Source: an optimization exercise on an open RTL-to-GDS flow (aim: small area, a short achievable clock period and few clock cycles per item). Production flows keep margins and buffers that such runs may drop.

==> module bsm_xfade, before the edit <==
module bsm_xfade (
    input  wire        clk,
    input  wire        rst,
    input  wire        cmd_valid,
    output wire        cmd_ready,
    input  wire [11:0] cmd_len,
    input  wire        in_valid,
    output wire        in_ready,
    input  wire [15:0] in_dst,
    input  wire [15:0] in_src,
    output wire        out_valid,
    input  wire        out_ready,
    output wire [15:0] out_data
);
    localparam F   = 29;              
    localparam CT  = 14;            
    localparam K   = 2;               
    localparam W   = F + 16 - CT;     
    localparam WL  = F - CT;          
    reg        active;    
    reg        dz;        
    reg        first;     
    reg        rdy_r;     
    reg        full_r;    
    reg        nq;        
    reg        vA, vB;    
    reg [10:0] dv;        
    reg [11:0] pr;        
    reg [F:0]  q;         
    reg [3:0]  dcnt;      
    reg        dfirst;    
    reg        qv;        
    reg [F-1:0] x;        
    reg [11:0]  u;        
    reg         second;   
    wire cmd_fire = cmd_valid && !active;
    wire [10:0] dnew = cmd_len[10:0] - 11'd1;
    wire hit      = qv && (dnew == dv);         
    wire in_fire  = in_valid && in_ready;
    wire pop      = out_ready && nq;
    wire nq_pop   = nq && !pop;
    wire stallB   = vB && nq_pop;              
    wire stallA   = vA && stallB;              
    wire moveB    = vB && !stallB;
    assign cmd_ready = !active;
    assign in_ready  = rdy_r && (!full_r || out_ready);
    wire [11:0] dr [0:K];
    wire [K-1:0] qb;
    assign dr[0] = pr;
    genvar gj;
    generate
        for (gj = 0; gj < K; gj = gj + 1) begin : g_div
            wire [11:0] tw = {dr[gj][10:0], dfirst && (gj == 0)};
            assign dr[gj+1] = dr[gj][11] ? tw + {1'b0, dv} : tw - {1'b0, dv};
            assign qb[K-1-gj] = !dr[gj+1][11];
        end
    endgenerate
    wire [11:0]  pd;
    wire         pd_co;
    xf_add #(12) u_pd (.a(pr), .b({1'b0, dv} ^ {12{!pr[11]}}), .ci(!pr[11]),
                       .s(pd), .co(pd_co));
    wire [11:0]  rr  = pr[11] ? pd : pr;                     
    wire [11:0]  rmd = pr[11] ? pr : pd;                     
    wire         cu  = !second && !u[11];
    wire [11:0]  un;
    wire         un_co;
    xf_add #(12) u_un (.a(second ? rmd : u), .b(cu ? rmd : rr), .ci(1'b0),
                       .s(un), .co(un_co));
    wire [F:0]   xs;
    wire         xs_co;
    xf_add #(F+1) u_xs (.a({1'b0, x}), .b(q), .ci(cu), .s(xs), .co(xs_co));
    wire         ovf = xs[F] | xs_co;      
    wire [F-1:0] xn  = ovf ? {F{1'b1}} : xs[F-1:0];
    wire         last = first ? dz : ovf;
    wire [16:0] dl_in;
    wire        dl_co;
    xf_add #(17) u_dl (.a({in_dst[15], in_dst}), .b(~{in_src[15], in_src}), .ci(1'b1),
                       .s(dl_in), .co(dl_co));
    reg [16:0] dlA;
    reg [15:0] sA;
    wire [W-1:0] ra, rb;
    xf_mul u_mul (.dl(dlA), .x(x), .s(sA), .ra(ra), .rb(rb));
    wire [WL-1:0] lp = ra[WL-1:0] ^ rb[WL-1:0];
    wire [WL-1:0] lt = ra[WL-1:0] | rb[WL-1:0];
    wire [3:0]    lg, lpp;
    wire [3:0]    s0, s1, s2;
    wire [2:0]    s3;
    xf_add #(4) u_g0 (.a(ra[3:0]),   .b(rb[3:0]),   .ci(1'b0), .s(s0), .co(lg[0]));
    xf_add #(4) u_g1 (.a(ra[7:4]),   .b(rb[7:4]),   .ci(1'b0), .s(s1), .co(lg[1]));
    xf_add #(4) u_g2 (.a(ra[11:8]),  .b(rb[11:8]),  .ci(1'b0), .s(s2), .co(lg[2]));
    xf_add #(3) u_g3 (.a(ra[14:12]), .b(rb[14:12]), .ci(1'b0), .s(s3), .co(lg[3]));
    assign lpp = {&lp[14:12], &lp[11:8], &lp[7:4], &lp[3:0]};
    wire          zl  = (lp[WL-1:WL-10] == lt[WL-2:WL-11]);
    reg  [15:0]   raB, rbB;
    reg           zB, p11B;
    reg  [3:0]    gB;
    reg  [3:1]    pB;
    wire [15:0]  hi;
    wire         hi_co;
    wire         cB  = gB[3] | pB[3] & (gB[2] | pB[2] & (gB[1] | pB[1] & gB[0]));
    xf_add #(16) u_y (.a(raB), .b(rbB), .ci(cB), .s(hi), .co(hi_co));
    wire         zi  = zB && (p11B == gB[0]);
    wire [15:0]  res;
    wire         res_co;
    xf_add #(16) u_res (.a(hi), .b(16'd0), .ci(hi[15] & ~zi), .s(res), .co(res_co));
    reg [15:0] e0;
    assign out_valid = nq;
    assign out_data  = e0;
    wire       nq_nx  = nq_pop || moveB;
    wire       vA_nx  = in_fire || stallA;
    wire       vB_nx  = (vA && !stallB) || stallB;
    always @(posedge clk) begin
        if (moveB)
            e0 <= res;
        if (!stallB) begin
            raB <= ra[W-1:WL];
            rbB <= rb[W-1:WL];
            zB  <= zl;
            p11B <= lp[WL-11];
            gB  <= lg;
            pB  <= lpp[3:1];
        end
        if (!stallA) begin
            dlA <= dl_in;
            sA  <= in_src;
        end
        if (dcnt != 4'd0) begin
            dcnt <= dcnt - 4'd1;
            pr   <= dr[K];
            q    <= {q[F-K:0], qb};
        end
        dfirst <= 1'b0;
        if (cmd_fire && !hit) begin
            dv <= dnew;
            q  <= {(F+1){1'b0}};
            if (cmd_len > 12'd1024) begin
                dcnt <= 4'd10; pr <= 12'd512;
            end else if (cmd_len > 12'd256) begin
                dcnt <= 4'd11; pr <= 12'd128;
            end else if (cmd_len > 12'd64) begin
                dcnt <= 4'd12; pr <= 12'd32;
            end else if (cmd_len > 12'd16) begin
                dcnt <= 4'd13; pr <= 12'd8;
            end else if (cmd_len > 12'd4) begin
                dcnt <= 4'd14; pr <= 12'd2;
            end else begin
                dcnt <= 4'd15; pr <= 12'd0; dfirst <= 1'b1;
            end
        end
        if (in_fire) begin
            second <= first;
            if (first) begin
                x <= {F{1'b0}};
            end else begin
                x <= xn;
                u <= un;
            end
        end
        if (rst) begin
            active <= 1'b0;
            first  <= 1'b0;
            rdy_r  <= 1'b0;
            nq     <= 1'b0;
            full_r <= 1'b0;
            vA     <= 1'b0;
            vB     <= 1'b0;
            dcnt   <= 4'd0;
            qv     <= 1'b0;
        end else begin
            nq <= nq_nx;
            vA <= vA_nx;
            vB <= vB_nx;
            full_r <= nq_nx && vA_nx && vB_nx;
            if (cmd_fire && !hit)
                qv <= 1'b0;
            else if (dcnt == 4'd1)
                qv <= 1'b1;
            if (cmd_fire) begin
                active <= (cmd_len != 12'd0);
                dz     <= (cmd_len == 12'd1);
                first  <= 1'b1;
                rdy_r  <= (cmd_len != 12'd0);
            end else begin
                if (in_fire) begin
                    first  <= 1'b0;
                    active <= !last;
                end
                rdy_r <= active && !(in_fire && last)
                         && ((first && !in_fire) || (dcnt == 4'd0) || (dcnt == 4'd1));
            end
        end
    end
endmodule
clock: 10.0 ns
lec_check: 0
cap_margin: 5
core_margin: 2
core_utilization: 40
place_density: 0.6
setup_slack_margin: 5
slew_margin: 5
run.sh (not shown) runs the stock make flow with config.mk's settings and CLKGATE_MAP_FILE= SYNTH_SCRIPT=/design/flow/synth_recipe.tcl, a recipe that flattens the netlist after the stock synthesis.
Change:
--- a/flow/design.v
+++ b/flow/design.v
@@ -87,22 +87,23 @@
     wire [2:0]    s3;
     xf_add #(4) u_g0 (.a(ra[3:0]),   .b(rb[3:0]),   .ci(1'b0), .s(s0), .co(lg[0]));
     xf_add #(4) u_g1 (.a(ra[7:4]),   .b(rb[7:4]),   .ci(1'b0), .s(s1), .co(lg[1]));
     xf_add #(4) u_g2 (.a(ra[11:8]),  .b(rb[11:8]),  .ci(1'b0), .s(s2), .co(lg[2]));
     xf_add #(3) u_g3 (.a(ra[14:12]), .b(rb[14:12]), .ci(1'b0), .s(s3), .co(lg[3]));
     assign lpp = {&lp[14:12], &lp[11:8], &lp[7:4], &lp[3:0]};
-    wire          zl  = (lp[WL-1:WL-10] == lt[WL-2:WL-11]);
+    wire          c11 = lg[0];    
+    wire          zl  = (lp[WL-11] == c11) && (lp[WL-1:WL-10] == lt[WL-2:WL-11]);
     reg  [15:0]   raB, rbB;
-    reg           zB, p11B;
+    reg           zB;
     reg  [3:0]    gB;
     reg  [3:1]    pB;
     wire [15:0]  hi;
     wire         hi_co;
     wire         cB  = gB[3] | pB[3] & (gB[2] | pB[2] & (gB[1] | pB[1] & gB[0]));
     xf_add #(16) u_y (.a(raB), .b(rbB), .ci(cB), .s(hi), .co(hi_co));
-    wire         zi  = zB && (p11B == gB[0]);
+    wire         zi  = zB;
     wire [15:0]  res;
     wire         res_co;
     xf_add #(16) u_res (.a(hi), .b(16'd0), .ci(hi[15] & ~zi), .s(res), .co(res_co));
     reg [15:0] e0;
     assign out_valid = nq;
     assign out_data  = e0;
@@ -113,13 +114,12 @@
         if (moveB)
             e0 <= res;
         if (!stallB) begin
             raB <= ra[W-1:WL];
             rbB <= rb[W-1:WL];
             zB  <= zl;
-            p11B <= lp[WL-11];
             gB  <= lg;
             pB  <= lpp[3:1];
         end
         if (!stallA) begin
             dlA <= dl_in;
             sA  <= in_src;
Result:
- The new run completed without violations
- routed wire length fell by 2.4%
- flip-flop and latch count fell by 1
- worst setup slack degrades by 130 ps
- die area goes down by 0.56%
- via count goes down by 2.3%
- global-route usage falls by 0.60 points
- cell count decreases by 0.81%
- non-clock buffer count falls by 3
- core utilization falls by 0.30 points
- area after synthesis decreases by 0.57%
- first-iteration DRC count increases by 4.1%
- worst hold slack improves by 16 ps
- design area decreases by 1.1%
No run of this note included a check of the RTL's function; only the layout flow was run.

afterwards: timing with drivers on the ports:
Ports are ideal in the flow. The routed layouts listed here were re-timed in OpenROAD. Step 1 sets driving cells, clkbuf_16 on the clock port and buf_2 on the other inputs (assumed; they add their load-dependent delay and slew). Step 2, shift: input delay + t, output delay - t, t = (earliest + latest rising clock arrival at the registers) / 2. This alone moves slack from input paths to output paths. Slacks: ideal ports / drivers / drivers and shift; pairs: ideal ports / drivers.
| run | t, ns | setup slack, ns | worst hold slack (ns) | worst data-port slew with drivers (ns) |
|---|---|---|---|---|
| the first run | 0.559 | 5.136 / 5.098 / 4.615 | 0.463 / 0.463 / 0.463 | 0.05 |
| the second run | 0.555 | 5.002 / 5.002 / 4.611 | 0.479 / 0.479 / 0.479 | 0.06 |
After both steps setup and hold are still met in every run listed. For the first run, which loses most, drivers alone change the setup slack by -0.038 ns; drivers and shift together by -0.521 ns.
